What follows belongs to an exercise in optimizing a design on an open flow for small area, a short achievable clock period and few clock cycles per item; a production flow would make more cautious choices.
Where RTL was checked, it was by simulation tests only, not by an equivalence proof against the original.
Power is estimated from default activity; no workload was simulated.

Setup of 03-15:
==> flow/design.v (excerpt) <==
module bm_select (
    input  wire        clk,
    input  wire        rst,
    input  wire [11:0] cfg_dmin,
    input  wire [31:0] cfg_tex,
    input  wire [31:0] cfg_uniq,
    input  wire        cfg_sp,
    input  wire        s_valid,
    output wire        s_ready,
    input  wire [32:0] s_cost,
    input  wire        s_eval,
    input  wire        s_last,
    input  wire [32:0] s_text,
    output wire        m_valid,
    input  wire        m_ready,
    output wire [15:0] m_disp
);
    reg  [32:0] c_r;         
    reg         e_r, l_r, v_r;
    reg  [5:0]  k;           
    reg         pend;        
    reg         mv;
    reg         srdy;
    reg  [15:0] disp;
    reg         found;
    reg  [32:0] B;
    reg  [5:0]  p;
    reg         d2;          
    reg         hasF;
    reg  [32:0] F;
    reg         aok;
    reg  [35:0] A;           
    reg  [34:0] bS;          
    reg  [32:0] prev;
    reg         pe;
    reg         dvo;         
    reg  [2:0]  dst;         
    reg         ds;          
    reg  [2:0]  dn;          
    reg  [4:0]  q;
    reg  [31:0] U;           
    reg         uq_r;        
    reg         uok;         
    reg         rs;          
    reg  [39:0] acc;
    reg         sat;
    reg         mact;        
    reg  [4:0]  mi;          
    reg  [1:0]  dig;         
    reg  [11:0] dmin_r;
    reg         sp_r;
    reg         t_gt, t_eq, t_ge;
    assign s_ready = srdy;
    assign m_valid = mv;
    assign m_disp  = disp;
    function automatic lt33(input [32:0] a, input [32:0] b);
        integer i;
        reg r;
        begin
            r = 1'b0;
            for (i = 0; i < 33; i = i + 1)
  ...
Size in the first run: roughly 2700 cells after synthesis, roughly 360 flip-flops, ~170 I/O pins, about 26000 um^2 of cells after synthesis.
Settings: LEC_CHECK=0, CAP_MARGIN=20, CORE_MARGIN=2, CORE_UTILIZATION=40, SLEW_MARGIN=20; clock period 12.0 ns.
standard.sh (not shown) runs the stock make flow with config.mk's settings and CLKGATE_MAP_FILE= SYNTH_SCRIPT=/design/flow/synth_recipe.tcl, a recipe that flattens the netlist after the stock synthesis.
==> flow/flow/run.sh <==
#!/bin/bash
# Standard layout, with the post-placement and post-CTS/GRT timing repair asked
# to reach a larger setup slack than the default.
set -euo pipefail
bash standard.sh SETUP_SLACK_MARGIN=8.6 finish > standard_flow.log 2>&1
03-15 was carried through to the last stage, and its layout satisfied the timing, design-rule and antenna checks.
### 03-15 -> 02-24
Settings: setting CTS_BUF_LIST to sky130_fd_sc_hd__clkbuf_4 sky130_fd_sc_hd__clkbuf_8 for the first time; changing CORE_UTILIZATION from 40 to 65.
==> flow/flow/run.sh <==
#!/bin/bash
# Standard layout, with the timing repair asked to reach a larger setup slack
# than the default, and plain buffers on the ports.
set -euo pipefail
bash standard.sh SETUP_SLACK_MARGIN=8 "BUFFER_PORTS_ARGS=-buffer_cell sky130_fd_sc_hd__buf_2" finish > standard_flow.log 2>&1
Results
Via count: higher on 03-15. For the worst setup slack, 02-24 came in 0.22 ns lower than 03-15 did. Relative to 03-15, maximum achievable frequency has decreased by about 5.6% in 02-24.
No run of this note included a check of the RTL's function; only the layout flow was run.

========
Setup of onyx:
bm_select, a different RTL version from the one above (not shown whole).
For scale: ~2800 cells after synthesis, roughly 360 flip-flops, ~170 I/O pins, roughly 0.026 mm2 of cells after synthesis.
export LEC_CHECK = 0
export CAP_MARGIN = 20
export CORE_MARGIN = 2
export CORE_UTILIZATION = 70
export CTS_CLUSTER_DIAMETER = 90
export CTS_CLUSTER_SIZE = 24
export PLACE_DENSITY = 0.7
export SLEW_MARGIN = 20
create_clock -name core_clock -period 12.0 [get_ports {clk}]
==> flow/flow/run.sh <==
#!/bin/bash
# Standard layout, with the timing repair asked to reach a larger setup slack
# than the default, and plain buffers on the ports.
set -euo pipefail
bash standard.sh SETUP_SLACK_MARGIN=8 "BUFFER_PORTS_ARGS=-buffer_cell sky130_fd_sc_hd__buf_2" finish > standard_flow.log 2>&1
Testbench counts of onyx, summed over its fixed seeds: cycles 52,880, pixels 1,280.
Setup changes, onyx to yarrow
Settings: CTS_CLUSTER_SIZE: 24 -> 20; CTS_CLUSTER_DIAMETER: 90 -> 80; CORE_UTILIZATION: 70 -> 65; PLACE_DENSITY: 0.7 -> unset.
Results
yarrow finished all stages; the layout is clean.
From onyx to yarrow the numbers moved as follows: routed wire length increased about 3.3%, final cell count without fillers increased 99, final area increased 1.9%, critical path depth in cells increased 6.
Between yarrow and onyx, it is yarrow whose fmax is higher, by about 0.35%.
Count of inserted antenna diode cells: yarrow and onyx compared, higher one is yarrow
yarrow vs onyx, cell type of the slowest stage on the worst timing path: sky130_fd_sc_hd__edfxtp_1 vs sky130_fd_sc_hd__a2111oi_0
The final reports for yarrow and onyx show clock-buffer cell count higher in the former.
Edits applied to the flow inputs when going from yarrow to violet:
Settings: PLACE_DENSITY now 0.7, previously not set; CORE_UTILIZATION now 70, was 65.
Results
Where fmax is concerned, yarrow is better than violet. Via count of violet is on par with yarrow. met2 wire length of violet falls short of that of yarrow by a few percent. Summary of violet over yarrow: logic gate share of total power lost 0.4 points; wire length lost 3.0%.
## Diff of input files: pepper against violet
Settings: PLACE_DENSITY changed from 0.7 to 0.72; CTS_CLUSTER_SIZE changed from 20 to 24; CORE_UTILIZATION changed from 70 to 72; CTS_CLUSTER_DIAMETER changed from 80 to 90.
[summary]
From violet to pepper the numbers moved as follows: count of clock-buffer cells in the layout saw a decrease; number of hold buffers added after CTS saw little to no change.
pepper vs violet: global routing met3 resource utilization up
Diff pepper..violet | filler-free cell count of the finished design | negligible
Input changes introduced in willow (baseline for comparison: pepper):
Settings: changing CTS_CLUSTER_SIZE from 24 to 20; changing SLEW_MARGIN from 20 to 5; changing CTS_CLUSTER_DIAMETER from 90 to 80; changing CORE_UTILIZATION from 72 to 70; changing PLACE_DENSITY from 0.72 to 0.7; changing CAP_MARGIN from 20 to 5.
Findings:
Changes observed in willow relative to pepper: internal power of the cells increased by 0.076 mW relative to the old numbers, clock-buffer cell count increased by 4 relative to the old numbers.
On register area, pepper and willow are neck and neck.
Against pepper, willow comes in 1 lower on number of antenna cells inserted.
On willow: total detailed-routing wirelength is about 6% lower than what pepper gave.
Per the comparison of willow with pepper, post-route cell area saw a decrease; first-iteration DRC count saw a decrease.

========
delta:
The RTL this note starts from:
==> flow/design.v <==
module bm_select (
    input  wire        clk,
    input  wire        rst,
    input  wire [11:0] cfg_dmin,
    input  wire [31:0] cfg_tex,
    input  wire [31:0] cfg_uniq,
    input  wire        cfg_sp,
    input  wire        s_valid,
    output wire        s_ready,
    input  wire [32:0] s_cost,
    input  wire        s_eval,
    input  wire        s_last,
    input  wire [32:0] s_text,
    output wire        m_valid,
    input  wire        m_ready,
    output wire [15:0] m_disp
);
    reg  [32:0] c_r;         
    reg         e_r, l_r, v_r;
    reg  [5:0]  k;           
    reg         pend;        
    reg         mv;
    reg         srdy;
    reg  [15:0] disp;
    reg         found;
    reg  [32:0] B;
    reg  [5:0]  p;
    reg         d2;          
    reg         hasF;
    reg  [32:0] F;
    reg         aok;
    reg  [35:0] A;           
    reg  [34:0] bS;          
    reg  [32:0] prev;
    reg         pe;
    reg         dvo;         
    reg  [2:0]  dst;         
    reg         ds;          
    reg  [2:0]  dn;          
    reg  [4:0]  q;
    reg  [31:0] U;           
    reg         uq_r;        
    reg         uok;         
    reg         rs;          
    reg  [42:0] acc;         
    reg         sat;         
    reg         mact;        
    reg  [4:0]  mi;          
    reg  [1:0]  dig;         
    reg  [11:0] dmin_r;
    reg         sp_r;
    reg         t_gt, t_eq, t_ge;
    assign s_ready = srdy;
    assign m_valid = mv;
    assign m_disp  = disp;
    function automatic lt33(input [32:0] a, input [32:0] b);
        integer i;
        reg r;
        begin
            r = 1'b0;
            for (i = 0; i < 33; i = i + 1)
                r = (~a[i] & b[i]) | (~a[i] & r) | (b[i] & r);
            lt33 = r;
        end
    endfunction
    function automatic ltt(input [32:0] a, input [32:0] b);
        integer i, w;
        reg [32:0] l, e;
        begin
            l = ~a & b;
            e = ~(a ^ b);
            for (w = 1; w < 33; w = w * 2)
                for (i = 0; i + w < 33; i = i + 2 * w) begin
                    l[i] = l[i + w] | (e[i + w] & l[i]);
                    e[i] = e[i + w] & e[i];
                end
            ltt = l[0];
        end
    endfunction
    wire        fire = s_valid && srdy;
    wire        proc = v_r;
    wire [32:0] c    = c_r;
    wire        k0   = (k == 6'd0);
    wire        fnd  = found && !k0;
    wire        nb   = e_r && (!fnd || lt33(c, B));
    wire        isb  = fnd && !nb && !d2;
    wire        fupd = fnd && !nb && d2 && e_r && (!hasF || lt33(c, F));
    wire        a_lt_f = lt33(A[32:0], F);
    wire        dstart = isb && e_r && aok && sp_r;
    wire mdone   = !rs && !mact;
    wire ovf     = sat || (acc[42:40] != 3'd0);    
    wire ddone   = (dst == 3'd0) && !ds;
    wire bg_done = (!found || !hasF || uok) && (!dvo || ddone);
    wire fin     = pend && bg_done && !mv;
    reg  [5:0] k_n;
    reg        pend_n, mv_n, found_n, d2_n, hasF_n, aok_n, pe_n, dvo_n, rs_n;
    reg  [2:0] dst_n;
    reg        ds_n;
    reg  [2:0] dn_n;
    reg        mact_n;
    wire [32:0] V     = {1'b0, U} + 33'd100;
    wire [33:0] Vx    = {1'b0, V};
    wire [4:0] mstart = V[32]           ? 5'd16 :
                        |V[31:24]       ? 5'd15 :
                        |V[23:16]       ? 5'd11 :
                        |V[15:8]        ? 5'd7  : 5'd3;
    always @* begin
        k_n = k; pend_n = pend; found_n = found; d2_n = d2; hasF_n = hasF;
        aok_n = aok; pe_n = pe; dvo_n = dvo; rs_n = 1'b0; mact_n = mact;
        dst_n = {1'b0, dst[2:1]}; ds_n = ds; dn_n = dn;
        mv_n = fin || (mv && !m_ready);
        if (proc && l_r)    pend_n = 1'b1;
        else if (fin)       pend_n = 1'b0;
        if (rs)                 mact_n = 1'b1;
        else if (mi == 5'd0 || ovf) mact_n = 1'b0;
        if (dst[0]) begin
            ds_n = 1'b1;
            dn_n = 3'd5;
        end else if (ds) begin
            dn_n = dn - 3'd1;
            if (dn == 3'd1) ds_n = 1'b0;
        end
        if (proc) begin
            k_n  = l_r ? 6'd0 : k + 6'd1;
            pe_n = e_r;
            if (nb) begin
                found_n = 1'b1;
                d2_n    = 1'b0;
                hasF_n  = fnd && (d2 || hasF || aok);
                aok_n   = pe && !k0;
                dvo_n   = 1'b0;
                dst_n   = 3'd0;
                ds_n    = 1'b0;
                rs_n    = 1'b1;
            end else begin
                if (k0) begin
                    found_n = 1'b0;
                    hasF_n  = 1'b0;
                    aok_n   = 1'b0;
                    dvo_n   = 1'b0;
                    dst_n   = 3'd0;
                    ds_n    = 1'b0;
                end
                if (fnd)  d2_n   = 1'b1;
                if (fupd) hasF_n = 1'b1;
                if (dstart) begin
                    dvo_n  = 1'b1;
                    dst_n  = 3'b100;
                    ds_n   = 1'b0;
                end
            end
        end
    end
    wire f_we      = proc && (nb ? (fnd && (d2 || (aok && (!hasF || a_lt_f)))) : fupd);
    wire uok_n     = !f_we && !rs && !mact;
    wire bg_done_n = (!found_n || !hasF_n || uok_n) && (!dvo_n || (dst_n == 3'd0 && !ds_n));
    wire srdy_n    = !(fire && s_last) && (!pend_n || (bg_done_n && !mv_n));
    wire [4:0]  mi_n = rs ? mstart : mi - 5'd1;
    wire        v_hi = dig[1];
    wire        v_lo = dig[0];
    wire [42:0] madd = {acc[40:0], 2'b00} + (v_hi ? {9'd0, B, 1'b0} : 43'd0)
                                         + (v_lo ? {10'd0, B} : 43'd0);
    wire [35:0] dx    = dst[2] ? A : ds ? {A[34:0], 1'b0} : {1'b0, bS};
    wire [35:0] dy    = dst[0] ? A : ds ? {1'b0, bS} : {3'b0, B};
    wire        dsub  = !(dst[0] || (ds && A[35]));
    wire [35:0] dsum  = dx + (dsub ? ~dy : dy) + {35'd0, dsub};
    wire        qb    = !dsum[35];
    wire [40:0] usum   = {2'b0, F, 6'd0} + {3'b0, F, 5'd0} + {6'b0, F, 2'd0} + {1'b0, ~acc[39:0]};
    wire        uq     = !hasF || (!ovf && uq_r);
    wire        tex_ok = t_gt || (t_eq && t_ge);
    wire        pre_ok = found && tex_ok;
    wire [5:0]  qm     = {1'b0, q} - 6'd15;
    wire [4:0]  off    = dvo ? qm[5:1] : 5'd0;
    wire [11:0] d_ok   = dmin_r + {6'd0, p} - {11'd0, off[4]};
    wire [11:0] d_bad  = dmin_r - 12'd1;
    wire [15:0] val_ok  = sp_r ? {d_ok, off[3:0]} : {{4{d_ok[11]}}, d_ok};
    wire [15:0] val_bad = sp_r ? {d_bad, 4'd0}    : {{4{d_bad[11]}}, d_bad};
    always @(posedge clk) begin
        if (rst) begin
            v_r   <= 1'b0;
            k     <= 6'd0;
            pend  <= 1'b0;
            mv    <= 1'b0;
            srdy  <= 1'b1;
            found <= 1'b0;
            d2    <= 1'b0;
            hasF  <= 1'b0;
            aok   <= 1'b0;
            pe    <= 1'b0;
            dvo   <= 1'b0;
            dst   <= 3'd0;
            ds    <= 1'b0;
            rs    <= 1'b0;
            mact  <= 1'b0;
            uok   <= 1'b0;
        end else begin
            v_r   <= fire;
            k     <= k_n;
            pend  <= pend_n;
            mv    <= mv_n;
            srdy  <= srdy_n;
            found <= found_n;
            d2    <= d2_n;
            hasF  <= hasF_n;
            aok   <= aok_n;
            pe    <= pe_n;
            dvo   <= dvo_n;
            dst   <= dst_n;
            ds    <= ds_n;
            dn    <= dn_n;
            rs    <= rs_n;
            mact  <= mact_n;
            uok   <= uok_n;
        end
    end
    always @(posedge clk) begin
        uq_r <= usum[40];
        if (fin)
            disp <= (pre_ok && uq) ? val_ok : val_bad;
        if (rs || mact) begin
            mi  <= mi_n;
            dig <= {Vx[{mi_n, 1'b1}], Vx[{mi_n, 1'b0}]};
        end
        if (rs) begin
            acc <= 43'd0;
            sat <= 1'b0;
        end else if (mact) begin
            acc <= madd;
            sat <= ovf;
        end
        if (proc && nb)
            A <= {3'b0, prev};
        else if (dst[2] || ds)
            A <= dsum;
        if (dst[1] || dst[0])
            bS <= dsum[34:0];
        else if (proc && fnd && !d2)
            bS <= {2'b0, c};
        if (ds)
            q <= {q[3:0], qb};
        c_r <= s_cost;
        e_r <= s_eval;
        l_r <= s_last;
        if (srdy) begin
            U      <= cfg_uniq;
            dmin_r <= cfg_dmin;
            sp_r   <= cfg_sp;
            t_gt   <= ltt({17'd0, cfg_tex[31:16]}, {16'd0, s_text[32:16]});
            t_eq   <= s_text[32:16] == {1'b0, cfg_tex[31:16]};
            t_ge   <= !ltt({17'd0, s_text[15:0]}, {17'd0, cfg_tex[15:0]});
        end
        if (proc) begin
            prev   <= c;
            if (nb) begin
                B <= c;
                p <= k;
                if (fnd && (d2 || (aok && (!hasF || a_lt_f))))
                    F <= d2 ? B : A[32:0];
            end else if (fupd)
                F <= c;
        end
    end
endmodule
export LEC_CHECK = 0
export CAP_MARGIN = 20
export CORE_MARGIN = 2
export CORE_UTILIZATION = 65
export SLEW_MARGIN = 20
create_clock -name core_clock -period 12.0 [get_ports {clk}]
==> flow/flow/run.sh <==
#!/bin/bash
# Standard layout, with the timing repair asked to reach a larger setup slack
# than the default, and plain buffers on the ports.
set -euo pipefail
bash standard.sh SETUP_SLACK_MARGIN=8.4 "BUFFER_PORTS_ARGS=-buffer_cell sky130_fd_sc_hd__buf_2" finish > standard_flow.log 2>&1
Testbench counts of delta, summed over its fixed seeds: cycles 52,880, pixels 1,280.
Here is what was changed in the inputs of cedar compared with delta.
--- a/flow/flow/run.sh
+++ b/flow/flow/run.sh
@@ -5 +5 @@
-bash standard.sh SETUP_SLACK_MARGIN=8.4 "BUFFER_PORTS_ARGS=-buffer_cell sky130_fd_sc_hd__buf_2" finish > standard_flow.log 2>&1
+bash standard.sh SETUP_SLACK_MARGIN=8 "BUFFER_PORTS_ARGS=-buffer_cell sky130_fd_sc_hd__buf_2" finish > standard_flow.log 2>&1
## What came out
The higher final design area excluding fillers came out of delta.
cedar ends up with higher final worst setup slack than delta does.
[cedar vs delta] largest fanout on the critical path: lower in cedar
delta consumes more power than cedar.
Relative to delta, sequential share of layout area has gone up in cedar.
Cell internal power dissipation: higher on delta

port drivers added, routing unchanged:
The flow's constraints put no driver on any port. The routed layouts listed below were extracted and timed again, unchanged, in two steps.
Step 1 sets driving cells, clkbuf_16 on the clock port and buf_2 on the other inputs (assumed; they add their load-dependent delay and slew).
Step 2 also shifts input and output timing later by t, the mid clock arrival at the registers, as if the neighbouring blocks saw the same clock.
a / b / c = no drivers / after step 1 / after step 2; a / b = the first two.
| run | t, ns | setup WS [ns] | worst setup path at the end | cell pins on the clock port's net |
|---|---|---|---|---|
| 03-15 | 0.625 | 8.236 / 8.236 / 7.899 | input to register | 1 |
| 02-24 | 0.728 | 8.013 / 8.013 / 7.709 | input to register | 1 |
| onyx | 0.603 | 8.012 / 8.012 / 7.785 | input to register | 1 |
| yarrow | 0.612 | 8.026 / 8.026 / 7.798 | input to register | 1 |
| violet | 0.601 | 8.004 / 8.004 / 7.790 | input to register | 1 |
| pepper | 0.587 | 7.937 / 7.937 / 7.732 | input to register | 1 |
| willow | 0.601 | 8.004 / 8.004 / 7.790 | input to register | 1 |
| delta | 0.620 | 7.999 / 7.999 / 7.841 | input to register | 1 |
| cedar | 0.609 | 8.044 / 8.042 / 7.792 | input to register | 1 |
After both steps every run listed still meets setup and hold. For 03-15, which loses most, drivers alone change the setup slack by 0.000 ns; drivers and shift together by -0.337 ns.
